Background: an optimization exercise with open tools, aiming at small area, a short achievable clock period and few clock cycles per item. Do not read the settings as production practice. At most, simulation tests tie the RTL to the original design; equivalence was not proved. Function not checked in runs 7 and 8: the RTL went through the layout flow alone. Power is estimated from default activity; no workload was simulated.

<file path="flow/constraint.sdc">
create_clock -name core_clock -period 20.0 [get_ports {clk}]
set_input_delay 4.0000 -clock core_clock [delete_from_list [all_inputs] [get_ports {clk}]]
set_output_delay 4.0000 -clock core_clock [all_outputs]
set_load 0.01 [all_outputs]
</file>
<file path="flow/standard.sh">
#!/bin/bash
# synth_recipe.tcl (not shown) runs the flow's synth.tcl, then flattens the netlist and writes it again
# the make line also repeats each setting of config.mk as NAME=value (left out here)
make -C /OpenROAD-flow-scripts/flow DESIGN_CONFIG=/design/flow/config.mk WORK_HOME=/design/flow/orfs CLKGATE_MAP_FILE= SYNTH_SCRIPT=/design/flow/synth_recipe.tcl "${@:-finish}"
</file>
<file path="flow/flow/run.sh">
#!/bin/bash
# The standard layout, with the smallest buffer on each port in place of the
# delay buffer that buffer_ports picks by default, and timing repair aiming
# for a shorter period than the clock's.
bash standard.sh BUFFER_PORTS_ARGS="-buffer_cell sky130_fd_sc_hd__buf_1" SETUP_SLACK_MARGIN=14 CTS_CLUSTER_SIZE=30 CTS_CLUSTER_DIAMETER=80 CORE_UTILIZATION=55 finish > standard.log 2>&1
</file>
<file path="flow/config.mk">
export PLATFORM = sky130hd
export DESIGN_NAME = feistel_core
export DESIGN_NICKNAME = feistel_core
export VERILOG_FILES = /design/flow/design.v
export SDC_FILE = /design/flow/constraint.sdc
export NUM_CORES = 4
export LEC_CHECK = 0
export CAP_MARGIN = 20
export CORE_MARGIN = 2
export CORE_UTILIZATION = 40
export SLEW_MARGIN = 20
</file>
<file path="flow/design.v">
module feistel_core (
    input  wire         clk,
    input  wire         rst,       
    input  wire         start,     
    input  wire         alg,       
    input  wire         dir,       
    input  wire         chain,     
    input  wire         first,     
    input  wire [127:0] key,       
    input  wire [63:0]  iv,        
    input  wire [63:0]  din,       
    output wire         ready,
    output wire         done,      
    output wire [63:0]  dout       
);
    localparam [31:0] DELTA = 32'h9e3779b9;
    function [31:0] bswap(input [31:0] x);
        bswap = {x[7:0], x[15:8], x[23:16], x[31:24]};
    endfunction
    reg         busy;
    reg         done_r;
    reg         ready_r;       
    reg  [5:0]  h;             
    reg         alg_r, dir_r, chain_r;
    reg  [31:0] k0, k1, k2, k3;
    reg  [31:0] ta, sb;        
    reg  [63:0] prev;          
    reg  [63:0] last_ct;       
    reg         out_enc;       
    wire [63:0] prev_in = first ? iv : last_ct;
    wire [63:0] blk_in  = (chain && !dir) ? (din ^ prev_in) : din;
    wire [31:0] in_v0   = bswap(blk_in[31:0]);
    wire [31:0] in_v1   = bswap(blk_in[63:32]);
    wire [31:0] sum_tab [0:32];
    genvar gi;
    generate
        for (gi = 0; gi <= 32; gi = gi + 1) begin : g_tab
            assign sum_tab[gi] = gi * DELTA;
        end
    endgenerate
    wire [5:0]  q      = {1'b0, h[5:1]} + {5'd0, alg_r ? dir_r : h[0]};
    wire [5:0]  m_n    = dir_r ? (6'd32 - q) : (q + 6'd1);
    wire [31:0] s_n    = sum_tab[m_n];
    wire        tgt1_n = ~h[0] ^ dir_r;
    wire [1:0]  kidx_n = alg_r ? (tgt1_n ? s_n[12:11] : s_n[1:0]) : {tgt1_n, 1'b0};
    reg  [31:0] s_r;
    reg  [3:0]  ksel_r;
    reg         tgt1_r;
    reg         last_r;
    reg         first_r;
    always @(posedge clk) begin
        if (busy) begin
            s_r    <= s_n;
            ksel_r <= 4'd1 << kidx_n;
            tgt1_r <= tgt1_n;
            last_r <= (h == 6'd62);
            first_r <= 1'b0;
        end else begin
            s_r    <= dir ? 32'hc6ef3720 : (alg ? 32'd0 : DELTA);
            ksel_r <= dir ? 4'b0100 : 4'b0001;
            tgt1_r <= dir;
            last_r <= 1'b0;
            first_r <= 1'b1;
        end
    end
    wire        tgt1 = tgt1_r;
    wire        last = last_r;
    wire [31:0] s = s_r;
    wire [31:0] kx = ({32{ksel_r[0]}} & k0) | ({32{ksel_r[1]}} & k1) |
                     ({32{ksel_r[2]}} & k2) | ({32{ksel_r[3]}} & k3);
    wire [31:0] ky = tgt1 ? k3 : k1;
    wire [31:0] a1, a2, a3;
    feistel_add32 u_a1 (.a((sb << 4) ^ (alg_r ? (sb >> 5) : 32'd0)), .b(alg_r ? sb : kx),
                        .ci(1'b0), .y(a1));
    feistel_add32 u_a2 (.a(s), .b(alg_r ? kx : sb), .ci(1'b0), .y(a2));
    feistel_add32 u_a3 (.a(sb >> 5), .b(ky), .ci(1'b0), .y(a3));
    wire [31:0] f  = a1 ^ a2 ^ (alg_r ? 32'd0 : a3);
    wire [31:0] nb;
    feistel_add32 u_nb (.a(ta), .b(f ^ {32{dir_r}}), .ci(dir_r), .y(nb));
    wire [31:0] r_v0 = out_enc ? ta : sb;
    wire [31:0] r_v1 = out_enc ? sb : ta;
    wire [63:0] blk_out = {bswap(r_v1), bswap(r_v0)};
    assign dout  = blk_out ^ prev;
    assign ready = ready_r;
    assign done  = done_r;
    always @(posedge clk) begin
        if (rst) begin
            busy    <= 1'b0;
            ready_r <= 1'b1;
            done_r  <= 1'b0;
        end else begin
            done_r  <= busy && last;
            if (!busy) begin
                busy    <= start;
                ready_r <= !start;
            end else if (last) begin
                busy    <= 1'b0;
                ready_r <= 1'b1;
            end
        end
    end
    always @(posedge clk) begin
        h <= busy ? (h + 6'd1) : 6'd0;
        out_enc <= !dir_r;
        if (!busy) begin
            alg_r   <= alg;
            dir_r   <= dir;
            chain_r <= chain;
            k0      <= bswap(key[31:0]);
            k1      <= bswap(key[63:32]);
            k2      <= bswap(key[95:64]);
            k3      <= bswap(key[127:96]);
            ta      <= dir ? in_v1 : in_v0;
            sb      <= dir ? in_v0 : in_v1;
            prev    <= (chain && dir) ? prev_in : 64'd0;
        end else begin
            ta      <= sb;
            sb      <= nb;
        end
        if (busy && (dir_r ? first_r : last))
            last_ct <= {bswap(dir_r ? ta : nb), bswap(sb)};
    end
endmodule
module feistel_add32 (
    input  wire [31:0] a, b,
    input  wire        ci,
    output wire [31:0] y
);
    wire [31:0] p = a ^ b;
    wire [31:0] g0 = (a & b) | {31'd0, p[0] & ci};
    wire [31:0] t0 = p;
    wire [31:0] g1, t1, g2, t2, g3, t3, g4, t4, g5, t5;
    genvar i;
    generate
        for (i = 0; i < 32; i = i + 1) begin : g_l1
            if (i & 1) begin : g_c
                assign g1[i] = g0[i] | (t0[i] & g0[i - 1]);
                assign t1[i] = t0[i] & t0[i - 1];
            end else begin : g_p
                assign g1[i] = g0[i];
                assign t1[i] = t0[i];
            end
        end
        for (i = 0; i < 32; i = i + 1) begin : g_l2
            if (i & 2) begin : g_c
                assign g2[i] = g1[i] | (t1[i] & g1[(i & ~3) + 1]);
                assign t2[i] = t1[i] & t1[(i & ~3) + 1];
            end else begin : g_p
                assign g2[i] = g1[i];
                assign t2[i] = t1[i];
            end
        end
        for (i = 0; i < 32; i = i + 1) begin : g_l3
            if (i & 4) begin : g_c
                assign g3[i] = g2[i] | (t2[i] & g2[(i & ~7) + 3]);
                assign t3[i] = t2[i] & t2[(i & ~7) + 3];
            end else begin : g_p
                assign g3[i] = g2[i];
                assign t3[i] = t2[i];
            end
        end
        for (i = 0; i < 32; i = i + 1) begin : g_l4
            if (i & 8) begin : g_c
                assign g4[i] = g3[i] | (t3[i] & g3[(i & ~15) + 7]);
                assign t4[i] = t3[i] & t3[(i & ~15) + 7];
            end else begin : g_p
                assign g4[i] = g3[i];
                assign t4[i] = t3[i];
            end
        end
        for (i = 0; i < 32; i = i + 1) begin : g_l5
            if (i & 16) begin : g_c
                assign g5[i] = g4[i] | (t4[i] & g4[15]);
                assign t5[i] = t4[i] & t4[15];
            end else begin : g_p
                assign g5[i] = g4[i];
                assign t5[i] = t4[i];
            end
        end
    endgenerate
    assign y = p ^ {g5[30:0], ci};
endmodule
</file>
==> impl_metrics.py, run 1 <==
metrics = {
    "outcome": {
        "status": "no timing/DRC/antenna violations",
    },
    "setup_path": {
        "critPathCapture": "dout[23]",
        "path_cells": "buf_4, clkbuf_16, mux2i_1, xnor2_1, buf_2",
        "end_kind": "output port",
        "path_buf_inv": 3,
        "r2r-end": "last_ct[43]",
        "reg2regPathDepth": 24,
        "path_depth": 5,
        "startpoint_type": "flop",
        "crit_type": "flop to output port",
        "critical-path-max-stage-delay_ns": 0.44,
        "slowest_stage": "dfxtp_4",
        "worstPathArrival_ns": 1.98,
        "cp.required_ns": 16.00,
        "crit_fanout": 7,
        "crit_family": "buffers and inverters",
        "r2r_start": "ksel_r[1]",
        "rrSetupSlack_ns": 14.07,
        "startpoint": "out_enc",
    },
    "layout": {
        "largestRegisters": "last_ct x64, prev x64",
        "area_delta_synth_final_pct": 15.3,
        "finalNetCount": 3123,
        "utilization_pct": 64.4,
        "fill_cells": 3627,
        "instances_no_fill": 3327,
        "layout-drive-gt1-share_pct": 10.8,
    },
    "synthesis": {
        "async_reset_ff_share_pct": 0,
        "synth-seq-area-share_pct": 41.5,
        "ys_types": 78,
        "ys_warn_count": 1,
        "ys.flop_type": "edfxtp_1",
        "synthCells": 2445,
        "synth_seq_cells": 371,
        "avgSynthCellArea_um2": 9.86,
        "netlist_area_um2": 24100,
        "synth_enable_flop_cells": 258,
        "synth_nets": 2849,
    },
    "clock_tree": {
        "cts_hold_buf": 0,
        "clock-sinks": 371,
        "clockBufferDepth": 3,
        "cts_tree": "yes",
        "clkLatencyLatePin_ns": 0.60,
        "htree_levels": 1,
        "root_buffer": "clkbuf_16",
        "path_clk_slew_ns": 0.10,
        "cts_made_buffers": 26,
    },
    "sta": {
        "worst_pin_slew_ns": 1.07,
        "slew_viol_final": 0,
        "tns_ns": 0,
        "clock.fmax_ghz": 0.167,
        "setup_ws_ns": 14.02,
        "rsz0062_at_grt": "yes",
        "min_period_ns": 5.98,
        "hold_viol": 0,
        "post-route-period-util_pct": 29.9,
        "setup_viol": 0,
        "relSlewSlack_pct": 28.5,
        "fin_skew_ns": 0.0370,
    },
    "power": {
        "powerDensity_nw_per_um2": 219,
        "ir_drop_uv": 135,
        "p_leak_nw": 10.7,
        "power_mw": 6.10,
    },
    "global_routing": {
        "grt_max_degree": 90,
        "grt_pass1_wl_um": 109000,
        "grt_overflow_total": 0,
        "grt_usage_pct": 31.4,
        "grt_pass1_vias": 18500,
        "antenna_found_initial": 5,
    },
    "detailed_routing": {
        "wl_per_cell_um": 22.4,
        "wirelength_um": 74500,
        "via_count": 20000,
        "antenna_left": 0,
        "vias_per_cell": 6.00,
        "first_pass_iters": 6,
        "drc": 0,
        "drt_iter0_markers": 2202,
    },
    "place": {
        "io_buffers": 328,
        "gp_congestion": 0.923,
        "dp_slack_ns": 13.10,
        "place_hpwl_um": 53200,
        "dpl.cell_count": 3239,
    },
    "die": {
        "start_util_pct": 55.8,
        "dieHeight_um": 213,
        "ioPinCount": 329,
        "dieWidth_um": 213,
        "core_region_area_um2": 43200,
        "rows": 76,
        "die_area_um2": 45500,
    },
    "worst_hold_path": {
        "hold_class": "flop to flop",
    },
    "run": {
        "maxCapViolations": 0,
    },
}
cells in the mapped netlist, drive strengths merged (7+ instances only):
library cell	count	share of area, %
edfxtp	258	32
xnor2	257	9.4
a21oi	228	4.8
nand2	208	3.3
o21ai	204	4.3
nor2	189	3.0
mux2i	150	6.2
ha	121	6.3
dfxtp	113	9.4
clkbuf	112	1.7
a22oi	69	2.1
mux2	67	3.1
or3	56	1.5
xor2	56	2.2
inv	39	0.61
a21o	37	1.2
a31oi	36	0.93
buf	35	0.59
nor2b	23	0.60
fa	20	1.7
nand3	20	0.42
and3	13	0.34
nand2b	12	0.31
nor3	12	0.29
nand4	11	0.29
o21bai	11	0.34
o211ai	9	0.30
o21a	8	0.25
a211oi	7	0.22
and2	7	0.18
layer usage:
metal / wire [µm] / track usage [%] / share of wire [%]
met3: 6480 / 3.27 / 8.7
met2: 32300 / 47.0 / 43
met1: 34100 / 49.1 / 46
met5: 37 / 0 / 0.050
met4: 1530 / 6.73 / 2.0
cells in the final DEF (no fill, tap or decap), types with 10 or more instances in the layout:
master | netlist | routed
buf_1 | 28 | 308
edfxtp_1 | 258 | 258
xnor2_1 | 256 | 247
a21oi_1 | 224 | 216
nand2_1 | 207 | 205
nor2_1 | 188 | 186
o21ai_0 | 182 | 175
mux2i_1 | 150 | 135
ha_1 | 121 | 120
dfxtp_1 | 113 | 105
a22oi_1 | 69 | 66
mux2_2 | 67 | 66
or3_1 | 56 | 56
xor2_1 | 52 | 50
buf_4 | 1 | 48
inv_1 | 37 | 36
a21o_1 | 37 | 36
a31oi_1 | 36 | 34
clkbuf_16 | 0 | 32
o21ai_1 | 21 | 24
nor2b_1 | 23 | 23
nand3_1 | 20 | 20
fa_1 | 20 | 17
clkbuf_2 | 0 | 14
and3_1 | 13 | 13
nand2b_1 | 12 | 12
nand4_1 | 11 | 11
mux2i_2 | 0 | 11
o21bai_1 | 11 | 10
nor3_1 | 10 | 10
a21oi_2 | 3 | 10
xnor2_2 | 1 | 10
cell families after synthesis:
kind of cell             synth area share [%]
XOR/XNOR                                 11.7
buffers and inverters                    2.96
flip-flops                               41.5
AND/OR/NAND/NOR                          10.4
adder cells (fa/ha/maj)                  7.99
AO/OA/AOI/OAI                            16.0
multiplexers                             9.36
area by class of cell:
class                      instances  area [µm²]  share of cell area (%)
multi-input combinational       1887       13800                    49.7
sequential                       371       10000                    36.1
clock buffer                      28         679                    2.45
tap                              585         732                    2.63
inverter                          40         158                   0.567
clock inverter                    20         387                    1.39
antenna                            3        7.51                  0.0270
timing repair buffer             393        2000                    7.20
worst reg2reg max path, cell delays in order (launching register included):
cell and delay [ns]:
dfxtp_1 0.32, buf_6 0.18, a22oi_2 0.23, nand2_1 0.09
mux2_4 0.29, ha_4 0.16, fa_2 0.43, a21o_1 0.21
a21o_1 0.17, fa_1 0.50, xnor2_2 0.18, xnor2_2 0.18
xnor2_2 0.28, ha_1 0.29, o21a_1 0.10, o31a_1 0.11
o41a_1 0.44, a31o_4 0.29, a21o_1 0.19, a21bo_4 0.25
a21o_1 0.18, a21o_1 0.20, a21oi_2 0.15, xor2_1 0.19
o21ai_1 0.08
worst min-delay path by stage:
stage,startpoint,endpoint,depth (start not counted)
final,last_r,done_r,2
after global routing,ready_r,ready_r,2
after CTS,last_r,done_r,2
after detailed placement,ready_r,ready_r,2
after global placement,ready_r,ready_r,2
after floorplan,last_r,done_r,2
power breakdown:
part	leakage (nW)	internal, mW	total (mW)	switching, mW
registers	3.53	1.04	1.24	0.202
clock network	0.501	0.287	0.635	0.348
logic	6.62	1.92	4.22	2.30
total	10.7	3.25	6.10	2.85
metrics by stage:
step                      cell area (µm²)  hold WS (ns)
after floorplan                     24100         0.431
after global placement              25800         0.438
after detailed placement            25800         0.448
after CTS                           27100         0.460
after global routing                27800         0.479
final                               27800         0.454
what timing repair did:
action                                  in CTS  in global routing
setup buffers                                7                 22
gates cloned                                 3                  5
pin swaps                                    8                 50
resized for setup                           31                103
endpoints found under the setup margin     115                 81
endpoints found under the hold margin        0                  0
Testbench counts, summed over its fixed seeds: cycles 49,928, blocks 768.
==> inputs of run 2 (changes only) <==
==> flow/flow/run.sh (replaced) <==
#!/bin/bash
# The standard layout, with the smallest buffer on each port in place of the
# delay buffer that buffer_ports picks by default, and timing repair aiming
# for a shorter period than the clock's.
bash standard.sh BUFFER_PORTS_ARGS="-buffer_cell sky130_fd_sc_hd__buf_1" SETUP_SLACK_MARGIN=14 CTS_CLUSTER_SIZE=30 CTS_CLUSTER_DIAMETER=80 ABC_AREA=1 finish > standard.log 2>&1
==> run 2 against run 1 <==
Effect of this change: still clean; non-clock buffer count shrank 38; synthesized cell count rose by 29%; design area is 3.4% higher; cell count grew 28%; sequential share of layout area fell by 1.1 points; worst setup slack got worse by 0.017 ns; sequential power down 6%; highest routed layer is now met4.
==> impl_metrics.py, run 2 <==
metrics = {
    "global_routing": {
        "grt_util_met3_pct": 2.81,
        "grt_pass1_wl_um": 124000,
        "antenna_found_initial": 1,
        "grt_max_degree": 99,
        "met2_usage_pct": 36.2,
        "grt_pass1_vias": 20500,
        "top_usage_layer": "met1",
        "grt_overflow_total": 0,
        "grt_use_met1_pct": 38.4,
        "grt_usage_pct": 24.5,
    },
    "synthesis": {
        "synth_area_leaders": "edfxtp_1 (31%), nand2_1 (11%), dfxtp_1 (9.0%)",
        "synthCells": 3146,
        "ys.flop_type": "edfxtp_1",
        "synth.most_common_cell": "nand2_1",
        "synth_nets": 3550,
        "yosys.area.top_type_share_pct": 30.7,
        "synth_seq_cells": 371,
        "synth_enable_flop_cells": 258,
        "avgSynthCellArea_um2": 8.03,
        "netlist_area_um2": 25300,
        "ys_warn_count": 1,
        "synth_largest_area_cell": "edfxtp_1",
        "synth-seq-area-share_pct": 39.6,
        "async_reset_ff_share_pct": 0,
        "yosys-top-cells-count": "nand2_1 (766), inv_1 (333), o21ai_0 (283)",
        "ys_types": 58,
    },
    "detailed_routing": {
        "drt_iter0_markers": 1918,
        "wl_per_cell_um": 19.3,
        "antenna_left": 0,
        "wirelength_um": 82700,
        "first_pass_iters": 6,
        "via_count": 22300,
        "drc": 0,
        "vias_per_cell": 5.22,
    },
    "power": {
        "powerDensity_nw_per_um2": 180,
        "power_mw": 5.16,
        "p_leak_nw": 12.9,
        "ir_drop_uv": 126,
    },
    "layout": {
        "ff_latch_area_um2": 10000,
        "layout.cells.most_common": "nand2_1",
        "multi_input_area_um2": 13700,
        "layout-drive-gt1-share_pct": 5.98,
        "largestRegisters": "last_ct x64, prev x64",
        "instances_no_fill": 4275,
        "finalNetCount": 3812,
        "fin_area_um2": 28700,
        "area_delta_synth_final_pct": 13.7,
        "fill_cells": 6263,
        "final_cell_mix": "nand2_1 (760), inv_1 (330), buf_1 (324), edfxtp_1 (258), o21ai_0 (251)",
    },
    "clock_tree": {
        "cts_tree": "yes",
        "clock-sinks": 371,
        "htree_levels": 1,
        "clockBufferDepth": 3,
        "path_clk_slew_ns": 0.10,
        "cts_hold_buf": 0,
        "clkLatencyLatePin_ns": 0.61,
        "root_buffer": "clkbuf_16",
        "cts_made_buffers": 26,
    },
    "sta": {
        "fin_skew_ns": 0.0372,
        "post-route-period-util_pct": 30.0,
        "relSlewSlack_pct": 29.7,
        "worst_pin_slew_ns": 1.05,
        "min_period_ns": 6.00,
        "setup_viol": 0,
        "clock.fmax_ghz": 0.167,
        "rsz0062_at_grt": "yes",
        "hold_viol": 0,
        "slew_viol_final": 0,
        "setup_ws_ns": 14.00,
        "tns_ns": 0,
    },
    "worst_hold_path": {
        "hold_class": "flop to flop",
        "whs_path_depth": 2,
    },
    "place": {
        "io_buffers": 328,
        "place_hpwl_um": 62400,
        "dpl.cell_count": 4216,
        "place_area_um2": 27200,
        "gp_congestion": 0.986,
        "dp_slack_ns": 13.18,
    },
    "setup_path": {
        "worstPathArrival_ns": 2.00,
        "path_cells": "buf_12, nand2_1, o21ai_2, xor2_2, clkbuf_2",
        "end_kind": "output port",
        "crit_type": "flop to output port",
        "startpoint_type": "flop",
        "slowest_stage": "dfxtp_4",
        "cp.required_ns": 16.00,
        "critical-path-max-stage-delay_ns": 0.46,
        "crit_fanout": 31,
        "reg2regPathDepth": 28,
    },
    "die": {
        "rows": 92,
        "dieWidth_um": 255,
        "dieHeight_um": 255,
        "ioPinCount": 329,
        "die_area_um2": 65200,
        "start_util_pct": 40.3,
        "core_region_area_um2": 62700,
    },
    "outcome": {
        "status": "no timing/DRC/antenna violations",
    },
    "run": {
        "maxCapViolations": 0,
    },
}
run 2: path summary, 6_finish.rpt:
check / end / slack [ns] / from
worst min register to register: ready_r / 0.46 / ready_r
worst min-delay path: ready_r / 0.46 / ready_r
worst max-delay path: dout[39] / 14.00 / out_enc
worst max register to register: last_ct[33] / 14.23 / ksel_r[0]
run 2: routing by layer:
layer,vias to the layer above,wire (µm)
met5,-,0
met3,80,6220
li1,11000,-
met4,0,1550
met1,10300,40100
met2,889,34900
run 2: kinds of logic after synthesis:
group	after synthesis	share of synthesized area (%)
xor+xnor	278	9.76
fa+ha+maj	141	7.58
mux	42	1.66
flops	371	39.6
compound gates	518	11.7
buf+inv	464	7.05
simple gates	1332	22.6
run 2: worst max-delay path, delay by kind of cell, from the launching register on:
kind / cells / cell delay, ns
buffers and inverters: 2 / 0.41
AND/OR/NAND/NOR: 1 / 0.09
flip-flops: 1 / 0.46
XOR/XNOR: 1 / 0.30
AO/OA/AOI/OAI: 1 / 0.12
run 2: timing repair:
action | CTS | global route
setup buffers | 4 | 2
endpoints found under the setup margin | 88 | 59
gates resized for setup | 58 | 52
cloned | 3 | 1
pin swaps | 2 | 3
run 2: layout make-up:
| cell class | instances | share of cell area (%) |
|---|---|---|
| flip-flops and latches | 371 | 35.0 |
| well taps | 846 | 3.68 |
| clock buffers | 27 | 2.35 |
| inverters | 341 | 4.52 |
| repair buffers | 355 | 5.43 |
| diodes | 2 | 0.0174 |
| repair inverters | 2 | 0.0523 |
| multi-input cells | 2311 | 47.6 |
| clock inverters | 20 | 1.42 |
run 2: stage by stage:
stage          utilization (%)  hold slack (ns)
6_report                  45.8            0.457
3_3_place_gp              43.4            0.436
3_5_place_dp              43.4            0.444
4_1_cts                   45.5            0.463
2_1_floorplan                -            0.429
5_1_grt                   45.8            0.497
run 2: where the power goes:
part | total (mW) | leakage (nW) | internal [mW] | switching, mW
logic | 3.33 | 8.88 | 1.24 | 2.10
registers | 1.17 | 3.54 | 1.02 | 0.152
clock network | 0.652 | 0.503 | 0.297 | 0.356
total | 5.16 | 12.9 | 2.56 | 2.60
==> inputs of run 3 (changes only) <==
==> flow/flow/run.sh (replaced) <==
#!/bin/bash
# The standard layout, with the smallest buffer on each port in place of the
# delay buffer that buffer_ports picks by default, and timing repair aiming
# for a shorter period than the clock's.
bash standard.sh BUFFER_PORTS_ARGS="-buffer_cell sky130_fd_sc_hd__buf_1" SETUP_SLACK_MARGIN=14 CTS_CLUSTER_SIZE=30 CTS_CLUSTER_DIAMETER=80 CAP_MARGIN=5 SLEW_MARGIN=5 finish > standard.log 2>&1
==> run 3 against run 2 <==
Effect of this change: still clean on timing, DRC and antenna; global-route usage fell by 0.24 points; routed wire length fell by 5.6%; via count fell by 11%; clock power rose by 0.9%; clock skew fell by 0.0063 ns; non-clock buffer count rose by 54; power rose by 17%; flip-flop and latch count did not move; clock-buffer cell count rose by 3; critical endpoint is now dout[48].
==> impl_metrics.py, run 3 <==
metrics = {
    "setup_path": {
        "path_cells": "buf_12, buf_16, mux2i_2, xnor2_1, buf_2",
        "slowest_stage": "dfxtp_4",
        "worstPathArrival_ns": 2.00,
        "path_buf_inv": 3,
        "cp.required_ns": 16.00,
        "crit_family": "buffers and inverters",
        "end_kind": "output port",
        "crit_type": "flop to output port",
        "crit_fanout": 7,
        "startpoint_type": "flop",
        "critical-path-max-stage-delay_ns": 0.47,
    },
    "sta": {
        "relSlewSlack_pct": 33.8,
        "setup_ws_ns": 14.00,
        "rsz0062_at_grt": "yes",
        "tns_ns": 0,
        "setup_viol": 0,
        "clock.fmax_ghz": 0.167,
        "post-route-period-util_pct": 30.0,
        "hold_viol": 0,
        "worst_pin_slew_ns": 0.992,
        "min_period_ns": 6.00,
        "fin_skew_ns": 0.0310,
        "slew_viol_final": 0,
    },
    "clock_tree": {
        "clkLatencyLatePin_ns": 0.62,
        "htree_levels": 1,
        "path_clk_slew_ns": 0.09,
        "clock-sinks": 371,
        "clockBufferDepth": 3,
        "cts_made_buffers": 28,
        "root_buffer": "clkbuf_16",
        "cts_tree": "yes",
    },
    "worst_hold_path": {
        "hold_class": "flop to flop",
    },
    "layout": {
        "largestRegisters": "last_ct x64, prev x64",
        "ff_latch_area_um2": 10000,
        "layout-drive-gt1-share_pct": 11.4,
        "layout.cells.most_common": "buf_1",
        "final_cell_mix": "buf_1 (317), edfxtp_1 (258), xnor2_1 (249), a21oi_1 (215), nand2_1 (204)",
        "multi_input_area_um2": 13700,
        "fin_area_um2": 28100,
        "instances_no_fill": 3534,
        "finalNetCount": 3141,
        "fill_cells": 5588,
        "area_delta_synth_final_pct": 16.6,
    },
    "global_routing": {
        "grt_usage_pct": 24.3,
        "antenna_found_initial": 2,
        "met2_usage_pct": 38.6,
        "grt_use_met1_pct": 35.3,
        "grt_overflow_total": 0,
        "grt_pass1_wl_um": 118000,
        "grt_max_degree": 110,
        "grt_util_met3_pct": 2.80,
        "grt_pass1_vias": 19300,
        "top_usage_layer": "met2",
    },
    "synthesis": {
        "synth_largest_area_cell": "edfxtp_1",
        "netlist_area_um2": 24100,
        "synth-seq-area-share_pct": 41.5,
        "synth_nets": 2849,
        "ys_types": 78,
        "synth.most_common_cell": "edfxtp_1",
        "synth_seq_cells": 371,
        "avgSynthCellArea_um2": 9.86,
        "synthCells": 2445,
        "ys.flop_type": "edfxtp_1",
        "synth_enable_flop_cells": 258,
        "ys_warn_count": 1,
        "synth_area_leaders": "edfxtp_1 (32%), dfxtp_1 (9.4%), xnor2_1 (9.3%)",
        "async_reset_ff_share_pct": 0,
        "yosys.area.top_type_share_pct": 32.2,
        "yosys-top-cells-count": "edfxtp_1 (258), xnor2_1 (256), a21oi_1 (224)",
    },
    "detailed_routing": {
        "first_pass_iters": 8,
        "vias_per_cell": 5.60,
        "via_count": 19800,
        "drt_iter0_markers": 1537,
        "antenna_left": 0,
        "wl_per_cell_um": 22.1,
        "wirelength_um": 78100,
        "drc": 0,
    },
    "power": {
        "p_clk_share_pct": 10.9,
        "ir_drop_uv": 124,
        "powerDensity_nw_per_um2": 214,
        "p_leak_nw": 10.7,
        "power_mw": 6.02,
        "p_int_mw": 3.21,
        "power_frac_comb_pct": 68.3,
        "switching_share_pct": 46.6,
        "p_seq_share_pct": 20.7,
        "p_sw_mw": 2.81,
    },
    "die": {
        "dieHeight_um": 249,
        "rows": 89,
        "dieWidth_um": 249,
        "core_region_area_um2": 59200,
        "ioPinCount": 329,
        "start_util_pct": 40.7,
        "die_area_um2": 62200,
    },
    "place": {
        "place_hpwl_um": 56600,
        "io_buffers": 328,
        "gp_congestion": 0.911,
        "dpl.cell_count": 3429,
        "dp_slack_ns": 13.09,
        "place_area_um2": 26000,
    },
    "outcome": {
        "status": "no timing/DRC/antenna violations",
    },
    "run": {
        "maxCapViolations": 0,
    },
}
==> run 3: cell count changes after synthesis, sizes merged, moves of 71 or more <==
cell / before / now
nand2: 783 / 208
o21ai: 302 / 204
a21oi: 97 / 228
nand3: 186 / 20
nor3: 83 / 12
inv: 340 / 39
xor2: 212 / 56
mux2i: 42 / 150
xnor2: 65 / 257
==> run 3: layout make-up <==
type / count / area share [%]
antenna: 2 / 0.0178
clock buffer: 30 / 2.60
clock inverter: 22 / 1.32
inverter: 40 / 0.561
multi-input combinational: 1887 / 48.8
sequential: 371 / 35.7
tap: 773 / 3.44
timing repair buffer: 409 / 7.50
==> run 3: repair_timing <==
action | CTS | global route
hold buffers | 0 | 0
setup endpoints to repair | 102 | 145
buffers inserted | 10 | 34
resized for setup | 42 | 82
cloned | 4 | 3
pin swaps | 5 | 45
==> run 3: path summary, 6_finish.rpt <==
kind | slack (ns) | cells past startpoint | from | endpoint
max | 14.00 | 5 | out_enc | dout[48]
min | 0.51 | 2 | ready_r | ready_r
max reg2reg | 14.09 | 28 | ksel_r[2] | last_ct[39]
min reg2reg | 0.51 | 2 | ready_r | ready_r
==> run 3: power groups by stage <==
stage | Clock, mW | Sequential, mW | Combinational (mW)
2_1_floorplan | 0 | 1.13 | 2.90
3_3_place_gp | 0 | 1.25 | 3.62
3_5_place_dp | 0 | 1.25 | 3.72
4_1_cts | 0.674 | 1.24 | 3.82
5_1_grt | 0.700 | 1.26 | 4.53
6_report | 0.658 | 1.25 | 4.11
==> run 3: logic make-up after synthesis <==
family	Yosys count	share of synthesized area, %
buf+inv	187	2.96
simple gates	562	10.4
flops	371	41.5
fa+ha+maj	142	7.99
xor+xnor	315	11.7
mux	217	9.36
compound gates	651	16.0
==> run 3: metal layers <==
metal / wire (µm) / vias up
met5: 0 / -
met4: 1780 / 0
met3: 5410 / 93
met2: 35400 / 709
met1: 35500 / 9613
li1: - / 9392
==> run 3: through the flow <==
stage / hold slack [ns] / utilization (%)
2_1_floorplan: 0.431 / -
6_report: 0.509 / 47.4
4_1_cts: 0.510 / 46.4
3_5_place_dp: 0.450 / 43.9
5_1_grt: 0.527 / 47.4
3_3_place_gp: 0.453 / 43.9
==> run 3: worst min-delay path: stages, from the launching register on <==
cell and delay (ns):
dfxtp_1 0.34, nand2_1 0.08, nand2_1 0.05
==> inputs of run 4 (changes only) <==
==> flow/flow/run.sh (replaced) <==
#!/bin/bash
# The standard layout, with the smallest buffer on each port in place of the
# delay buffer that buffer_ports picks by default, and timing repair aiming
# for a shorter period than the clock's.
bash standard.sh BUFFER_PORTS_ARGS="-buffer_cell sky130_fd_sc_hd__buf_1" SETUP_SLACK_MARGIN=13.5 CTS_CLUSTER_SIZE=30 CTS_CLUSTER_DIAMETER=80 finish > standard.log 2>&1
==> run 4 against run 3 <==
Effect of this change: worst setup slack worse by 0.31 ns; sequential power about the same; flip-flop and latch count unchanged; largest cell class unchanged; register-to-register slack worse by 0.14 ns; routed wire length down 2.6%; combinational power down 7.3%; core utilization down 1.4 points; first-iteration DRC count up 1.2%; sequential share of layout area up 1.0 points; cell count down 1.4%; fmax down 4.9%; clock skew up 0.0033 ns.
==> impl_metrics.py, run 4 <==
metrics = {
    "synthesis": {
        "netlist_area_um2": 24100,
        "yosys-top-cells-count": "edfxtp_1 (258), xnor2_1 (256), a21oi_1 (224)",
        "synth.most_common_cell": "edfxtp_1",
        "async_reset_ff_share_pct": 0,
        "synthCells": 2445,
        "yosys.area.top_type_share_pct": 32.2,
        "synth_largest_area_cell": "edfxtp_1",
        "avgSynthCellArea_um2": 9.86,
        "ys_types": 78,
        "ys_warn_count": 1,
        "synth_seq_cells": 371,
        "synth_enable_flop_cells": 258,
        "ys.flop_type": "edfxtp_1",
        "synth_area_leaders": "edfxtp_1 (32%), dfxtp_1 (9.4%), xnor2_1 (9.3%)",
        "synth_nets": 2849,
        "synth-seq-area-share_pct": 41.5,
    },
    "place": {
        "gp_congestion": 0.903,
        "place_hpwl_um": 56600,
        "io_buffers": 328,
    },
    "die": {
        "dieWidth_um": 249,
        "dieHeight_um": 249,
        "rows": 89,
        "core_region_area_um2": 59200,
        "ioPinCount": 329,
        "start_util_pct": 40.7,
        "die_area_um2": 62200,
    },
    "global_routing": {
        "grt_pass1_vias": 19100,
        "grt_overflow_total": 0,
        "grt_usage_pct": 23.8,
        "grt_max_degree": 111,
        "antenna_found_initial": 2,
        "grt_pass1_wl_um": 115000,
    },
    "clock_tree": {
        "cts_tree": "yes",
        "cts_made_buffers": 27,
        "root_buffer": "clkbuf_16",
        "clock-sinks": 371,
        "cts_hold_buf": 0,
        "htree_levels": 1,
        "clockBufferDepth": 3,
        "path_clk_slew_ns": 0.09,
        "clkLatencyLatePin_ns": 0.61,
    },
    "detailed_routing": {
        "drc": 0,
        "first_pass_iters": 6,
        "via_count": 19600,
        "wirelength_um": 76100,
        "vias_per_cell": 5.64,
        "wl_per_cell_um": 21.8,
        "antenna_left": 0,
        "drt_iter0_markers": 1556,
    },
    "sta": {
        "post-route-period-util_pct": 31.6,
        "rsz0062_at_grt": "no",
        "slew_viol_final": 0,
        "setup_viol": 0,
        "fin_skew_ns": 0.0343,
        "worst_pin_slew_ns": 1.01,
        "tns_ns": 0,
        "hold_viol": 0,
        "worst_hold_slack_ns": 0.487,
        "relSlewSlack_pct": 32.3,
        "min_period_ns": 6.31,
        "clock.fmax_ghz": 0.158,
    },
    "setup_path": {
        "crit_type": "flop to output port",
        "worstPathArrival_ns": 2.31,
        "cp.required_ns": 16.00,
        "crit_fanout": 44,
        "reg2regPathDepth": 29,
        "r2r_start": "ksel_r[0]",
        "startpoint_type": "flop",
        "startpoint": "out_enc",
        "end_kind": "output port",
    },
    "power": {
        "ir_drop_uv": 132,
        "p_leak_nw": 10.3,
        "powerDensity_nw_per_um2": 209,
    },
    "layout": {
        "final_cell_mix": "buf_1 (326), edfxtp_1 (258), xnor2_1 (254), a21oi_1 (221), nand2_1 (205)",
        "layout-drive-gt1-share_pct": 7.54,
        "layout.cells.most_common": "buf_1",
        "area_delta_synth_final_pct": 13.1,
        "finalNetCount": 3090,
        "largestRegisters": "last_ct x64, prev x64",
        "fill_cells": 5667,
    },
    "outcome": {
        "status": "no timing/DRC/antenna violations",
    },
    "worst_hold_path": {
        "worstHoldStart": "ready_r",
        "hold_class": "flop to flop",
        "whs_path_depth": 2,
    },
    "run": {
        "maxCapViolations": 0,
    },
}
==> run 4: changes by cell type in the layout (fill, tap and decap cells not counted), sizes merged <==
cell | before | now
inv | 51 | 45
bufinv | 0 | 1
bufbuf | 2 | 0
clkinv | 11 | 16
clkbuf | 39 | 31
buf | 398 | 356
diode | 2 | 3
==> run 4: repair_timing <==
action	in CTS	in global routing
setup endpoints to repair	52	18
gates resized for setup	10	29
setup buffers	0	1
pin swaps	0	1
gates cloned	0	1
==> run 4: metrics by stage <==
stage	worst slack (ns)	std cells	instance area, µm²	utilization [%]	total power, mW
6_report	13.69	3483	27300	46.0	5.68
5_1_grt	13.50	3482	27200	46.0	6.15
4_1_cts	13.55	3478	27100	45.8	5.64
3_5_place_dp	13.19	3428	26000	43.9	4.97
3_3_place_gp	13.32	3428	26000	43.9	4.88
2_1_floorplan	13.71	2445	24100	-	4.03
==> run 4: layout make-up <==
type | instances | area (µm²) | share of cell area [%]
Timing Repair Buffer | 359 | 1520 | 5.58
Multi-Input combinational cell | 1887 | 13500 | 49.6
Clock inverter | 22 | 367 | 1.35
Tap cell | 773 | 967 | 3.55
Clock buffer | 28 | 689 | 2.53
Antenna cell | 3 | 7.51 | 0.0275
Sequential cell | 371 | 10000 | 36.8
Inverter | 40 | 158 | 0.579
==> run 4: metal layers <==
layer  vias to the layer above  track usage (%)  wire [µm]
li1                       9292                -          -
met1                      9554             34.7      35500
met2                       705             37.3      33700
met3                        96             3.07       5300
met4                         0             5.71       1570
met5                         -                0          0
==> run 4: worst paths after layout <==
check	to	slack [ns]
max reg2reg	last_ct[39]	13.95
max	dout[3]	13.69
min reg2reg	ready_r	0.49
min	ready_r	0.49
==> run 4: worst max-delay path: stages (launching register included) <==
cell and delay (ns):
dfxtp_4 0.62, buf_12 0.35, mux2i_1 0.31, xnor2_1 0.16
buf_1 0.20
==> run 4: cells by family (layout without fill, tap and decap cells) <==
family,after synthesis,count (layout),synth area share [%]
adders and majority gates,142,142,7.99
muxes,217,217,9.36
other,0,3,0
and+or+nand+nor,562,562,10.4
DFF,371,371,41.5
xor gates and xnor gates,315,315,11.7
AOI/OAI and AO/OA,651,651,16.0
buffers and inverters,187,449,2.96
==> run 4: power breakdown <==
group / switching (mW) / internal [mW] / leakage [nW]
Clock: 0.339 / 0.293 / 0.499
Combinational: 2.14 / 1.67 / 6.27
Sequential: 0.200 / 1.04 / 3.53
==> inputs of run 5 (changes only) <==
==> flow/flow/run.sh (replaced) <==
#!/bin/bash
# The standard layout, with the smallest buffer on each port in place of the
# delay buffer that buffer_ports picks by default, and timing repair aiming
# for a shorter period than the clock's.
bash standard.sh BUFFER_PORTS_ARGS="-buffer_cell sky130_fd_sc_hd__buf_1" SETUP_SLACK_MARGIN=14.2 CTS_CLUSTER_SIZE=30 CTS_CLUSTER_DIAMETER=80 finish > standard.log 2>&1
==> run 5 against run 4 <==
Effect of this change: still clean on timing, DRC and antenna; design area is 7.0% higher; clock-buffer cell count unchanged; core utilization up 3.2 points; clock skew shrank 0.00098 ns; critical path type unchanged; critical endpoint is now dout[29].
==> impl_metrics.py, run 5 <==
metrics = {
    "outcome": {
        "status": "no timing/DRC/antenna violations",
    },
    "global_routing": {
        "grt_pass1_vias": 19700,
        "grt_usage_pct": 24.5,
        "antenna_found_initial": 5,
        "grt_max_degree": 89,
        "grt_overflow_total": 0,
        "grt_pass1_wl_um": 119000,
    },
    "sta": {
        "hold_viol": 0,
        "tns_ns": 0,
        "rsz0062_at_grt": "yes",
        "clock.fmax_ghz": 0.168,
        "fin_skew_ns": 0.0333,
        "setup_viol": 0,
        "slew_viol_final": 0,
        "relSlewSlack_pct": 32.4,
        "min_period_ns": 5.96,
        "post-route-period-util_pct": 29.8,
        "worst_pin_slew_ns": 1.01,
        "setup_ws_ns": 14.04,
    },
    "detailed_routing": {
        "wl_per_cell_um": 22.4,
        "dr_wl_met3_um": 5330,
        "vias_per_cell": 5.64,
        "first_pass_iters": 6,
        "wl_met2_um": 35500,
        "highest_layer": "met4",
        "drt_iter0_markers": 1962,
        "drc": 0,
        "wirelength_um": 79600,
        "wl_met1_um": 36400,
        "antenna_left": 0,
        "via_count": 20100,
    },
    "layout": {
        "layout.cells.most_common": "buf_1",
        "fill_cells": 5458,
        "area_delta_synth_final_pct": 21.1,
        "finalNetCount": 3163,
        "multi_input_area_um2": 14500,
        "final_cell_mix": "buf_1 (261), edfxtp_1 (258), xnor2_1 (227), a21oi_1 (212), nand2_1 (204)",
        "largestRegisters": "last_ct x64, prev x64",
        "ff_latch_area_um2": 10000,
        "layout-drive-gt1-share_pct": 16.8,
    },
    "setup_path": {
        "path_depth": 5,
        "crit_type": "flop to output port",
        "rrSetupSlack_ns": 14.08,
        "end_kind": "output port",
        "crit_fanout": 6,
        "path_buf_inv": 3,
        "startpoint": "out_enc",
        "slowest_stage": "dfxtp_4",
        "path_cells": "buf_4, buf_12, mux2i_2, xnor2_1, buf_2",
        "cp.required_ns": 16.00,
        "r2r_start": "ksel_r[0]",
        "startpoint_type": "flop",
        "r2r-end": "last_ct[43]",
        "critical-path-max-stage-delay_ns": 0.46,
        "crit_family": "buffers and inverters",
        "worstPathArrival_ns": 1.96,
        "reg2regPathDepth": 24,
        "critPathCapture": "dout[29]",
    },
    "synthesis": {
        "synth_area_leaders": "edfxtp_1 (32%), dfxtp_1 (9.4%), xnor2_1 (9.3%)",
        "synthAdderAreaFrac_pct": 7.99,
        "synth_top_family_by_area": "compound AO/OA/AOI/OAI gates",
        "synth_seq_cells": 371,
        "avgSynthCellArea_um2": 9.86,
        "synth_largest_area_cell": "edfxtp_1",
        "muxShareOfSynthArea_pct": 9.36,
        "netlist_area_um2": 24100,
        "ys_warn_count": 1,
        "synth.most_common_cell": "edfxtp_1",
        "synthXorXnorAreaFrac_pct": 11.7,
        "synth_enable_flop_cells": 258,
        "async_reset_ff_share_pct": 0,
        "synth_compound_area_share_pct": 16.0,
        "yosys.area.top_type_share_pct": 32.2,
        "ys_types": 78,
        "synth_nets": 2849,
        "yosys-top-cells-count": "edfxtp_1 (258), xnor2_1 (256), a21oi_1 (224)",
        "synthCells": 2445,
        "synth-seq-area-share_pct": 41.5,
        "synth-simple-area-share_pct": 10.4,
        "ys.flop_type": "edfxtp_1",
    },
    "clock_tree": {
        "htree_levels": 1,
        "cts_tree": "yes",
        "path_clk_slew_ns": 0.10,
        "cts_made_buffers": 26,
        "root_buffer": "clkbuf_16",
        "clkLatencyLatePin_ns": 0.60,
        "clockBufferDepth": 3,
        "clock-sinks": 371,
    },
    "die": {
        "dieWidth_um": 249,
        "ioPinCount": 329,
        "dieHeight_um": 249,
        "core_region_area_um2": 59200,
        "rows": 89,
        "die_area_um2": 62200,
        "start_util_pct": 40.7,
    },
    "power": {
        "ir_drop_uv": 143,
        "powerDensity_nw_per_um2": 223,
        "p_leak_nw": 11.1,
    },
    "place": {
        "gp_congestion": 0.920,
        "place_hpwl_um": 57500,
        "dp_slack_ns": 13.06,
        "io_buffers": 328,
    },
    "worst_hold_path": {
        "hold_class": "flop to flop",
    },
    "run": {
        "maxCapViolations": 0,
    },
}
## run 5: cell counts after synthesis
Identical to the previous run, type by type.
## run 5: area by class of cell
| class | count | area share, % |
|---|---|---|
| clock inverters | 20 | 1.18 |
| flip-flops and latches | 371 | 34.4 |
| clock buffers | 28 | 2.33 |
| multi-input cells | 1887 | 49.6 |
| diodes | 5 | 0.0429 |
| well taps | 773 | 3.32 |
| repair buffers | 433 | 8.54 |
| inverters | 40 | 0.540 |
## run 5: cells by family (layout without fill, tap and decap cells)
family,after synthesis,in the layout
AO/OA/AOI/OAI,651,651
XOR/XNOR,315,315
adder cells (fa/ha/maj),142,142
buffers and inverters,187,521
flip-flops,371,371
multiplexers,217,217
other,0,5
AND/OR/NAND/NOR,562,562
## run 5: power breakdown
| part | total, mW | switching, mW | internal [mW] |
|---|---|---|---|
| logic | 4.59 | 2.39 | 2.20 |
| clock network | 0.626 | 0.344 | 0.282 |
| registers | 1.28 | 0.235 | 1.04 |
| total | 6.50 | 2.97 | 3.53 |
## run 5: tightest hold or removal path, delay by kind of cell, from the launching register on
| family | cells | cell delay (ns) |
|---|---|---|
| DFF | 1 | 0.33 |
| and+or+nand+nor | 2 | 0.10 |
## run 5: worst min path at each step
stage / start / cells after the start / end / slack, ns
6_report: ready_r / 2 / ready_r / 0.47
5_1_grt: ready_r / 2 / ready_r / 0.49
4_1_cts: ready_r / 2 / ready_r / 0.47
3_5_place_dp: ready_r / 2 / ready_r / 0.46
3_3_place_gp: ready_r / 2 / ready_r / 0.45
2_1_floorplan: last_r / 2 / done_r / 0.43
## run 5: metrics by stage
stage / cells / area (µm²) / hold slack [ns] / power, mW / util, %
final: 3557 / 29200 / 0.474 / 6.50 / 49.2
after CTS: 3523 / 28000 / 0.474 / 6.01 / 47.3
after global routing: 3557 / 29200 / 0.487 / 6.95 / 49.2
after detailed placement: 3430 / 26000 / 0.459 / 4.98 / 43.9
after floorplan: 2445 / 24100 / 0.431 / 4.03 / -
after global placement: 3430 / 26000 / 0.450 / 4.88 / 43.9
## run 5: per-layer routing
metal,GRT usage [%],vias up
met5,0,-
met4,7.01,0
met3,2.69,121
met2,38.4,805
met1,35.6,9682
li1,-,9457
## run 5: repair_timing
item                                   CTS  global route
cloned                                   6             6
endpoints found under the hold margin    0             0
pin swaps                               42            67
setup endpoints to repair              166           137
setup buffers                           39            23
gates resized for setup                163           155
hold buffers                             0             0
==> inputs of run 6 (changes only) <==
==> flow/flow/run.sh (replaced) <==
#!/bin/bash
# The standard layout, with the smallest buffer on each port in place of the
# delay buffer that buffer_ports picks by default, and timing repair aiming
# for a shorter period than the clock's.
bash standard.sh BUFFER_PORTS_ARGS="-buffer_cell sky130_fd_sc_hd__buf_1" SETUP_SLACK_MARGIN=14 CTS_CLUSTER_SIZE=30 CTS_CLUSTER_DIAMETER=80 finish > standard.log 2>&1
==> run 6 against run 5 <==
Effect of this change: combinational power decreased by about 10%; register-to-register slack is essentially flat; synthesized area did not move; global-route usage decreased by 0.19 points; highest routed layer unchanged; clock-buffer cell count up 2; still clean on timing, DRC and antenna; sequential power hardly changed; critical path depth unchanged; non-clock buffer count decreased by 24; fmax shrank 0.70%; power decreased by 7.3%; critical endpoint is now dout[48]; routed wire length down 1.9%; design area decreased by 3.7%.
==> impl_metrics.py, run 6 <==
metrics = {
    "synthesis": {
        "netlist_area_um2": 24100,
        "synth_seq_cells": 371,
        "ys_types": 78,
        "synthCells": 2445,
        "async_reset_ff_share_pct": 0,
        "yosys.area.top_type_share_pct": 32.2,
        "synth.most_common_cell": "edfxtp_1",
        "ys.flop_type": "edfxtp_1",
        "synth_enable_flop_cells": 258,
        "avgSynthCellArea_um2": 9.86,
        "yosys-top-cells-count": "edfxtp_1 (258), xnor2_1 (256), a21oi_1 (224)",
        "synth_area_leaders": "edfxtp_1 (32%), dfxtp_1 (9.4%), xnor2_1 (9.3%)",
        "ys_warn_count": 1,
        "synth_largest_area_cell": "edfxtp_1",
        "synth-seq-area-share_pct": 41.5,
        "synth_nets": 2849,
    },
    "layout": {
        "largestRegisters": "last_ct x64, prev x64",
        "layout.cells.most_common": "buf_1",
        "layout-drive-gt1-share_pct": 11.4,
        "final_cell_mix": "buf_1 (317), edfxtp_1 (258), xnor2_1 (249), a21oi_1 (215), nand2_1 (204)",
        "finalNetCount": 3141,
        "area_delta_synth_final_pct": 16.6,
    },
    "power": {
        "power_mw": 6.02,
        "powerDensity_nw_per_um2": 214,
        "ir_drop_uv": 124,
        "p_leak_nw": 10.7,
    },
    "worst_hold_path": {
        "whs_path_depth": 2,
        "worstHoldStart": "ready_r",
        "hold_class": "flop to flop",
        "hold-path-endpoint": "ready_r",
    },
    "sta": {
        "setup_viol": 0,
        "worst_pin_slew_ns": 0.992,
        "hold_viol": 0,
        "post-route-period-util_pct": 30.0,
        "slew_viol_final": 0,
        "tns_ns": 0,
        "min_period_ns": 6.00,
        "clock.fmax_ghz": 0.167,
        "rsz0062_at_grt": "yes",
        "relSlewSlack_pct": 33.8,
        "fin_skew_ns": 0.0310,
    },
    "detailed_routing": {
        "vias_per_cell": 5.60,
        "drt_iter0_markers": 1537,
        "dr_wl_met3_um": 5410,
        "first_pass_iters": 8,
        "drc": 0,
        "via_count": 19800,
        "antenna_left": 0,
        "highest_layer": "met4",
        "wl_per_cell_um": 22.1,
        "wl_met2_um": 35400,
        "wirelength_um": 78100,
        "wl_met1_um": 35500,
    },
    "setup_path": {
        "worstPathArrival_ns": 2.00,
        "end_kind": "output port",
        "slowest_stage": "dfxtp_4",
        "path_cells": "buf_12, buf_16, mux2i_2, xnor2_1, buf_2",
        "r2r-end": "last_ct[39]",
        "reg2regPathDepth": 28,
        "crit_fanout": 7,
        "cp.required_ns": 16.00,
        "crit_type": "flop to output port",
        "critical-path-max-stage-delay_ns": 0.47,
        "r2r_start": "ksel_r[2]",
        "startpoint_type": "flop",
        "rrSetupSlack_ns": 14.09,
    },
    "clock_tree": {
        "cts_made_buffers": 28,
        "htree_levels": 1,
        "cts_tree": "yes",
        "clock-sinks": 371,
        "clockBufferDepth": 3,
        "clkLatencyLatePin_ns": 0.62,
        "path_clk_slew_ns": 0.09,
        "root_buffer": "clkbuf_16",
    },
    "die": {
        "die_area_um2": 62200,
        "dieHeight_um": 249,
        "dieWidth_um": 249,
        "start_util_pct": 40.7,
        "rows": 89,
        "core_region_area_um2": 59200,
        "ioPinCount": 329,
    },
    "place": {
        "io_buffers": 328,
        "place_hpwl_um": 56600,
        "gp_congestion": 0.911,
    },
    "global_routing": {
        "antenna_found_initial": 2,
        "grt_usage_pct": 24.3,
        "grt_overflow_total": 0,
        "grt_pass1_vias": 19300,
        "grt_pass1_wl_um": 118000,
        "grt_max_degree": 110,
    },
    "run": {
        "maxCapViolations": 0,
    },
    "outcome": {
        "status": "no timing/DRC/antenna violations",
    },
}
[run 6: kinds of logic after synthesis]
family	Yosys count	synth area share [%]
AOI/OAI and AO/OA	651	16.0
and+or+nand+nor	562	10.4
DFF	371	41.5
xor gates and xnor gates	315	11.7
muxes	217	9.36
buffers and inverters	187	2.96
adders and majority gates	142	7.99
[run 6: routing by layer]
metal	GRT usage (%)	vias up
li1	-	9392
met1	35.3	9613
met2	38.6	709
met3	2.80	93
met4	5.78	0
met5	0	-
[run 6: report_power, final]
| group | internal [mW] | switching [mW] |
|---|---|---|
| combinational | 1.87 | 2.24 |
| clock | 0.301 | 0.358 |
| sequential | 1.04 | 0.205 |
[run 6: area by class of cell]
class	instances	area (µm²)
fill	5588	31100
timing repair buffer	409	2110
clock inverter	22	372
inverter	40	158
sequential	371	10000
clock buffer	30	729
antenna	2	5.00
multi-input combinational	1887	13700
tap	773	967
[run 6: timing repair]
item	in CTS	in global routing
hold buffers	0	0
buffers inserted	10	34
pin swaps	5	45
endpoints found under the setup margin	102	145
gates cloned	4	3
gates resized for setup	42	82
[run 6: worst max path at each step]
stage / from / to / slack [ns] / depth (start not counted)
finish: out_enc / dout[48] / 14.00 / 5
global route: alg_r / last_ct[39] / 13.85 / 27
CTS: out_enc / dout[57] / 13.92 / 5
detailed placement: alg_r / last_ct[39] / 13.09 / 25
global placement: alg_r / last_ct[39] / 13.20 / 25
floorplan: alg_r / last_ct[38] / 14.03 / 30
[run 6: through the flow]
step	cell area (µm²)	setup slack, ns	utilization, %	hold WS, ns	std cells
2_1_floorplan	24100	14.03	-	0.431	2445
3_5_place_dp	26000	13.09	43.9	0.450	3429
4_1_cts	27500	13.92	46.4	0.510	3495
5_1_grt	28100	13.85	47.4	0.527	3534
3_3_place_gp	26000	13.20	43.9	0.453	3429
6_report	28100	14.00	47.4	0.509	3534
[run 6: critical path, delay by kind of cell (launching register included)]
kind / cells / cell delay (ns)
xor gates and xnor gates: 1 / 0.19
buffers and inverters: 3 / 0.50
DFF: 1 / 0.47
muxes: 1 / 0.23
==> inputs of run 7 (changes only) <==
--- a/flow/design.v
+++ b/flow/design.v
@@ -28,5 +28,8 @@
     reg  [63:0] last_ct;       
     reg         out_enc;       
-    wire [63:0] prev_in = first ? iv : last_ct;
+    reg         out_enc1;      
+    reg         fwd_ct;        
+    wire [31:0] ct_hi   = fwd_ct ? bswap(sb) : last_ct[63:32];
+    wire [63:0] prev_in = first ? iv : {ct_hi, last_ct[31:0]};
     wire [63:0] blk_in  = (chain && !dir) ? (din ^ prev_in) : din;
     wire [31:0] in_v0   = bswap(blk_in[31:0]);
@@ -78,6 +81,6 @@
     wire [31:0] nb;
     feistel_add32 u_nb (.a(ta), .b(f ^ {32{dir_r}}), .ci(dir_r), .y(nb));
-    wire [31:0] r_v0 = out_enc ? ta : sb;
-    wire [31:0] r_v1 = out_enc ? sb : ta;
+    wire [31:0] r_v0 = out_enc  ? ta : sb;
+    wire [31:0] r_v1 = out_enc1 ? sb : ta;
     wire [63:0] blk_out = {bswap(r_v1), bswap(r_v0)};
     assign dout  = blk_out ^ prev;
@@ -102,5 +105,7 @@
     always @(posedge clk) begin
         h <= busy ? (h + 6'd1) : 6'd0;
-        out_enc <= !dir_r;
+        out_enc  <= !dir_r;
+        out_enc1 <= tgt1_r;
+        fwd_ct   <= busy && last && !dir_r;
         if (!busy) begin
             alg_r   <= alg;
@@ -119,5 +124,7 @@
         end
         if (busy && (dir_r ? first_r : last))
-            last_ct <= {bswap(dir_r ? ta : nb), bswap(sb)};
+            last_ct[31:0]  <= bswap(sb);
+        if ((busy && dir_r && first_r) || fwd_ct)
+            last_ct[63:32] <= bswap(dir_r ? ta : sb);
     end
 endmodule
==> run 7 against run 6 <==
Effect of this change: still clean on timing, DRC and antenna; first-iteration DRC count is 6.3% higher; non-clock buffer count decreased by 18; combinational power is 9.0% lower; worst setup slack got worse by 0.10 ns; critical endpoint is now sb[31].
==> impl_metrics.py, run 7 <==
metrics = {
    "sta": {
        "tns_ns": 0,
        "clock.fmax_ghz": 0.164,
        "setup_ws_ns": 13.89,
        "post-route-period-util_pct": 30.5,
        "worst_pin_slew_ns": 1.04,
        "slew_viol_final": 0,
        "rsz0062_at_grt": "yes",
        "setup_viol": 0,
        "hold_viol": 0,
        "fin_skew_ns": 0.0268,
        "relSlewSlack_pct": 30.4,
        "min_period_ns": 6.11,
    },
    "place": {
        "place_area_um2": 26600,
        "dp_slack_ns": 13.17,
        "io_buffers": 328,
        "place_hpwl_um": 59100,
        "gp_congestion": 0.952,
    },
    "die": {
        "rows": 91,
        "core_region_area_um2": 61400,
        "dieWidth_um": 253,
        "ioPinCount": 329,
        "start_util_pct": 40.3,
        "die_area_um2": 63800,
        "dieHeight_um": 253,
    },
    "synthesis": {
        "avgSynthCellArea_um2": 9.98,
        "ys_warn_count": 1,
        "synth_area_leaders": "edfxtp_1 (31%), xnor2_1 (9.6%), dfxtp_1 (9.3%)",
        "ys_types": 88,
        "synth-seq-area-share_pct": 40.6,
        "async_reset_ff_share_pct": 0,
        "synth_enable_flop_cells": 258,
        "yosys.area.top_type_share_pct": 31.3,
        "synth_largest_area_cell": "edfxtp_1",
        "synth_nets": 2881,
        "ys.flop_type": "edfxtp_1",
        "netlist_area_um2": 24700,
        "yosys-top-cells-count": "xnor2_1 (272), edfxtp_1 (258), nand2_1 (220)",
        "synth_seq_cells": 373,
        "synth.most_common_cell": "xnor2_1",
        "synthCells": 2477,
    },
    "run": {
        "maxCapViolations": 0,
    },
    "global_routing": {
        "top_usage_layer": "met2",
        "met2_usage_pct": 40.0,
        "grt_usage_pct": 24.7,
        "grt_overflow_total": 0,
        "grt_pass1_vias": 19300,
        "grt_use_met1_pct": 35.1,
        "antenna_found_initial": 3,
        "grt_pass1_wl_um": 121000,
        "grt_max_degree": 119,
        "grt_util_met3_pct": 2.90,
    },
    "clock_tree": {
        "htree_levels": 1,
        "cts_made_buffers": 27,
        "clock-sinks": 373,
        "cts_tree": "yes",
        "root_buffer": "clkbuf_16",
        "clockBufferDepth": 3,
        "path_clk_slew_ns": 0.09,
        "clkLatencyLatePin_ns": 0.60,
    },
    "layout": {
        "final_cell_mix": "buf_1 (325), xnor2_1 (269), edfxtp_1 (258), nand2_1 (219), a21oi_1 (173)",
        "layout.cells.most_common": "buf_1",
        "largestRegisters": "last_ct x64, prev x64",
        "area_delta_synth_final_pct": 14.9,
        "layout-drive-gt1-share_pct": 10.7,
        "finalNetCount": 3144,
        "fin_area_um2": 28400,
        "utilization_pct": 46.3,
    },
    "power": {
        "ir_drop_uv": 115,
        "p_sw_mw": 2.60,
        "p_clk_share_pct": 11.3,
        "power_frac_comb_pct": 67.6,
        "switching_share_pct": 47.0,
        "p_int_mw": 2.93,
        "powerDensity_nw_per_um2": 195,
        "p_seq_share_pct": 21.2,
        "p_leak_nw": 10.5,
    },
    "detailed_routing": {
        "antenna_left": 0,
        "first_pass_iters": 6,
        "drt_iter0_markers": 1634,
        "vias_per_cell": 5.73,
        "via_count": 20300,
        "drc": 0,
        "wirelength_um": 83200,
        "wl_per_cell_um": 23.4,
    },
    "setup_path": {
        "worstPathArrival_ns": 6.63,
        "cp.required_ns": 20.52,
        "slowest_stage": "edfxtp_1",
        "crit_fanout": 16,
        "critical-path-max-stage-delay_ns": 0.47,
        "crit_type": "flop to flop",
        "startpoint_type": "flop",
        "end_kind": "flop",
    },
    "outcome": {
        "status": "no timing/DRC/antenna violations",
    },
    "worst_hold_path": {
        "hold_class": "flop to flop",
    },
}
## run 7: changes by cell type after synthesis, sizes merged, moves of 11 or more
cell,change
o21ai,-22
or3,-20
xnor2,+16
buf,+11
a21oi,-47
mux2,+14
nand2,+13
a211oi,+12
nor2b,+16
nor2,-19
## run 7: cell type report
type                       count  area [µm²]
antenna                        2        5.00
clock buffer                  27         676
clock inverter                22         328
fill                        5772       33000
inverter                      36         145
multi-input combinational   1911       14200
sequential                   373       10100
tap                          790         988
timing repair buffer         391        2030
## run 7: power groups by stage
stage | registers [mW] | logic [mW] | clock network (mW)
3_5_place_dp | 1.18 | 3.51 | 0
4_1_cts | 1.16 | 3.61 | 0.637
3_3_place_gp | 1.18 | 3.41 | 0
2_1_floorplan | 1.04 | 2.78 | 0
5_1_grt | 1.18 | 4.09 | 0.661
6_report | 1.17 | 3.74 | 0.625
## run 7: path summary, 6_finish.rpt
| check | start | end | slack, ns | cells after the start |
|---|---|---|---|---|
| setup reg to reg | alg_r | sb[31] | 13.89 | 26 |
| hold / removal | ready_r | ready_r | 0.47 | 2 |
| setup / recovery | alg_r | sb[31] | 13.89 | 26 |
| hold reg to reg | ready_r | ready_r | 0.47 | 2 |
## run 7: repair_timing
item / 4_1_cts / 5_1_grt
gates resized for setup: 41 / 57
pin swaps: 16 / 22
buffers inserted: 12 / 12
endpoints found under the setup margin: 80 / 39
hold buffers: 0 / 0
cloned: 2 / 6
## run 7: critical path: cells and delay by family (launching register included)
kind            cells  cell delay, ns
flops               1            0.47
simple gates        2            0.39
xor+xnor            2            0.73
compound gates     16            3.19
fa+ha+maj           2            0.69
buf+inv             4            0.55
## run 7: per-layer routing
metal	up-vias	part of all wire [%]	routed length, µm
met5	-	0.022	18
met4	4	2.4	1990
met3	114	7.2	6030
met2	816	46	38600
met1	9918	44	36600
li1	9486	-	-
## run 7: cell families (layout without fill, tap and decap cells)
family / count (synthesis) / after routing / share of synthesized area, %
buf+inv: 193 / 476 / 3.15
fa+ha+maj: 142 / 142 / 7.78
xor+xnor: 325 / 325 / 11.8
mux: 238 / 238 / 10.0
flops: 373 / 373 / 40.6
simple gates: 563 / 563 / 10.3
compound gates: 643 / 643 / 16.3
other cells: 0 / 2 / 0
## run 7: per-stage QoR
stage	power (mW)	instances	hold slack, ns
3_5_place_dp	4.69	3469	0.456
5_1_grt	5.93	3550	0.497
6_report	5.54	3552	0.468
3_3_place_gp	4.58	3469	0.446
4_1_cts	5.41	3532	0.470
2_1_floorplan	3.82	2477	0.351
==> inputs of run 8 (changes only) <==
==> flow/flow/run.sh (replaced) <==
#!/bin/bash
# The standard layout, with the smallest buffer on each port in place of the
# delay buffer that buffer_ports picks by default, and timing repair aiming
# for a shorter period than the clock's.
bash standard.sh BUFFER_PORTS_ARGS="-buffer_cell sky130_fd_sc_hd__buf_1" SETUP_SLACK_MARGIN=14.5 CTS_CLUSTER_SIZE=30 CTS_CLUSTER_DIAMETER=80 finish > standard.log 2>&1
==> run 8 against run 7 <==
Effect of this change: still clean on timing, DRC and antenna; global-route usage increased by 1.2 points; die area unchanged; sequential power up 3%; non-clock buffer count up 30; clock-buffer cell count is 2 higher; fmax is 2.6% higher; worst hold slack about the same; power rose by 8.3%; core utilization up 2.4 points; synthesized cell count stayed put; synthesized area did not move; via count rose by 1.4%; critical path type is now flop to output port; critical endpoint is now dout[50]; highest routed layer unchanged.
==> impl_metrics.py, run 8 <==
metrics = {
    "global_routing": {
        "grt_usage_pct": 25.9,
        "grt_overflow_total": 0,
        "grt_max_degree": 138,
        "antenna_found_initial": 3,
        "grt_pass1_vias": 20200,
        "grt_pass1_wl_um": 126000,
    },
    "die": {
        "ioPinCount": 329,
        "rows": 91,
        "dieHeight_um": 253,
        "dieWidth_um": 253,
        "die_area_um2": 63800,
        "core_region_area_um2": 61400,
        "start_util_pct": 40.3,
    },
    "sta": {
        "post-route-period-util_pct": 29.8,
        "relSlewSlack_pct": 28.8,
        "slew_viol_final": 0,
        "tns_ns": 0,
        "setup_viol": 0,
        "worst_pin_slew_ns": 1.07,
        "fin_skew_ns": 0.0350,
        "min_period_ns": 5.95,
        "hold_viol": 0,
        "rsz0062_at_grt": "yes",
        "clock.fmax_ghz": 0.168,
    },
    "synthesis": {
        "synth_seq_cells": 373,
        "synth_area_leaders": "edfxtp_1 (31%), xnor2_1 (9.6%), dfxtp_1 (9.3%)",
        "synth_nets": 2881,
        "avgSynthCellArea_um2": 9.98,
        "synth_enable_flop_cells": 258,
        "synthCells": 2477,
        "async_reset_ff_share_pct": 0,
        "synth_largest_area_cell": "edfxtp_1",
        "synth-seq-area-share_pct": 40.6,
        "ys_types": 88,
        "netlist_area_um2": 24700,
        "ys.flop_type": "edfxtp_1",
        "yosys.area.top_type_share_pct": 31.3,
        "ys_warn_count": 1,
        "synth.most_common_cell": "xnor2_1",
        "yosys-top-cells-count": "xnor2_1 (272), edfxtp_1 (258), nand2_1 (220)",
    },
    "setup_path": {
        "startpoint_type": "flop",
        "startpoint": "out_enc1",
        "worstPathArrival_ns": 1.95,
        "crit_type": "flop to output port",
        "r2r_start": "alg_r",
        "end_kind": "output port",
        "crit_fanout": 8,
        "cp.required_ns": 16.00,
    },
    "clock_tree": {
        "root_buffer": "clkbuf_16",
        "clock-sinks": 373,
        "path_clk_slew_ns": 0.10,
        "clockBufferDepth": 3,
        "cts_made_buffers": 26,
        "clkLatencyLatePin_ns": 0.61,
        "cts_tree": "yes",
        "htree_levels": 1,
    },
    "power": {
        "ir_drop_uv": 153,
        "powerDensity_nw_per_um2": 201,
        "p_leak_nw": 11.1,
        "power_mw": 6.00,
    },
    "layout": {
        "area_delta_synth_final_pct": 20.9,
        "utilization_pct": 48.7,
        "layout-drive-gt1-share_pct": 18.5,
        "final_cell_mix": "buf_1 (261), edfxtp_1 (258), xnor2_1 (243), nand2_1 (216), o21ai_0 (171)",
        "finalNetCount": 3173,
        "layout.cells.most_common": "buf_1",
        "largestRegisters": "last_ct x64, prev x64",
    },
    "detailed_routing": {
        "antenna_left": 0,
        "wl_per_cell_um": 23.9,
        "vias_per_cell": 5.76,
        "via_count": 20600,
        "wirelength_um": 85500,
        "first_pass_iters": 5,
        "drt_iter0_markers": 1695,
        "drc": 0,
    },
    "place": {
        "place_hpwl_um": 60100,
        "io_buffers": 328,
        "gp_congestion": 0.949,
    },
    "outcome": {
        "status": "no timing/DRC/antenna violations",
    },
    "worst_hold_path": {
        "hold_class": "flop to flop",
        "worstHoldStart": "ready_r",
    },
    "run": {
        "maxCapViolations": 0,
    },
}
run 8: cell count changes in the layout (fill, tap and decap cells not counted), moves of 6 or more:
cell,delta
mux2i_2,+17
xnor2_1,-26
buf_6,+8
mux2i_4,+41
buf_4,+14
buf_1,-64
dfxtp_2,+11
clkbuf_16,-6
xnor2_2,+26
mux2i_1,-58
a21oi_1,-6
dfxtp_1,-11
buf_2,+64
run 8: metal layers:
layer  vias to the layer above  GRT usage, %  share of wire, %
met1                     10100          36.4                44
met5                         -             0             0.015
li1                       9544             -                 -
met4                         2          8.10               2.6
met2                       809          41.9                47
met3                       123          2.90               6.9
run 8: timing repair:
action	in CTS	in global routing
resized for setup	198	162
pin swaps	65	71
setup buffers	31	19
setup endpoints to repair	126	114
cloned	9	0
hold buffers	0	0
run 8: worst max-delay path: stages, from the launching register on:
cell and delay [ns]:
dfxtp_4 0.44, buf_12 0.14, buf_16 0.18, mux2i_4 0.27, xnor2_2 0.15, buf_2 0.17
run 8: layout make-up:
| type | count | area [µm²] |
|---|---|---|
| well taps | 790 | 988 |
| clock buffers | 29 | 683 |
| flip-flops and latches | 373 | 10100 |
| multi-input cells | 1911 | 15100 |
| inverters | 36 | 143 |
| repair buffers | 421 | 2490 |
| diodes | 2 | 5.00 |
| clock inverters | 19 | 362 |
| fillers | 5571 | 31500 |
run 8: final timing paths:
kind / depth (start not counted) / to / slack (ns)
setup / recovery: 5 / dout[50] / 14.05
hold / removal: 2 / ready_r / 0.47
hold reg to reg: 2 / ready_r / 0.47
setup reg to reg: 26 / sb[29] / 14.13
run 8: report_power, final:
part	switching, mW	total (mW)	internal [mW]
registers	0.238	1.21	0.967
clock network	0.349	0.632	0.283
logic	2.19	4.16	1.97
run 8: through the flow:
step / instances / cell area (µm²) / worst slack, ns / hold WS, ns
2_1_floorplan: 2477 / 24800 / 14.27 / 0.351
4_1_cts: 3560 / 28900 / 14.00 / 0.467
3_5_place_dp: 3472 / 26700 / 12.73 / 0.452
5_1_grt: 3580 / 29900 / 13.91 / 0.506
6_report: 3581 / 29900 / 14.05 / 0.468
3_3_place_gp: 3472 / 26700 / 12.93 / 0.445
run 8: cell families (layout without fill, tap and decap cells):
kind of cell,after synthesis,count (layout),share of synthesized area (%)
other,0,2,0
adder cells (fa/ha/maj),142,142,7.78
AO/OA/AOI/OAI,643,643,16.3
multiplexers,238,238,10.0
XOR/XNOR,325,325,11.8
AND/OR/NAND/NOR,563,563,10.3
buffers and inverters,193,505,3.15
flip-flops,373,373,40.6

Setup slack of run 8, layout unchanged: 14.046 ns with ideal ports, 13.993 ns with driving cells assumed (clock clkbuf_16, inputs buf_2), 13.911 ns with port delays also shifted by the 0.649 ns mid clock arrival.
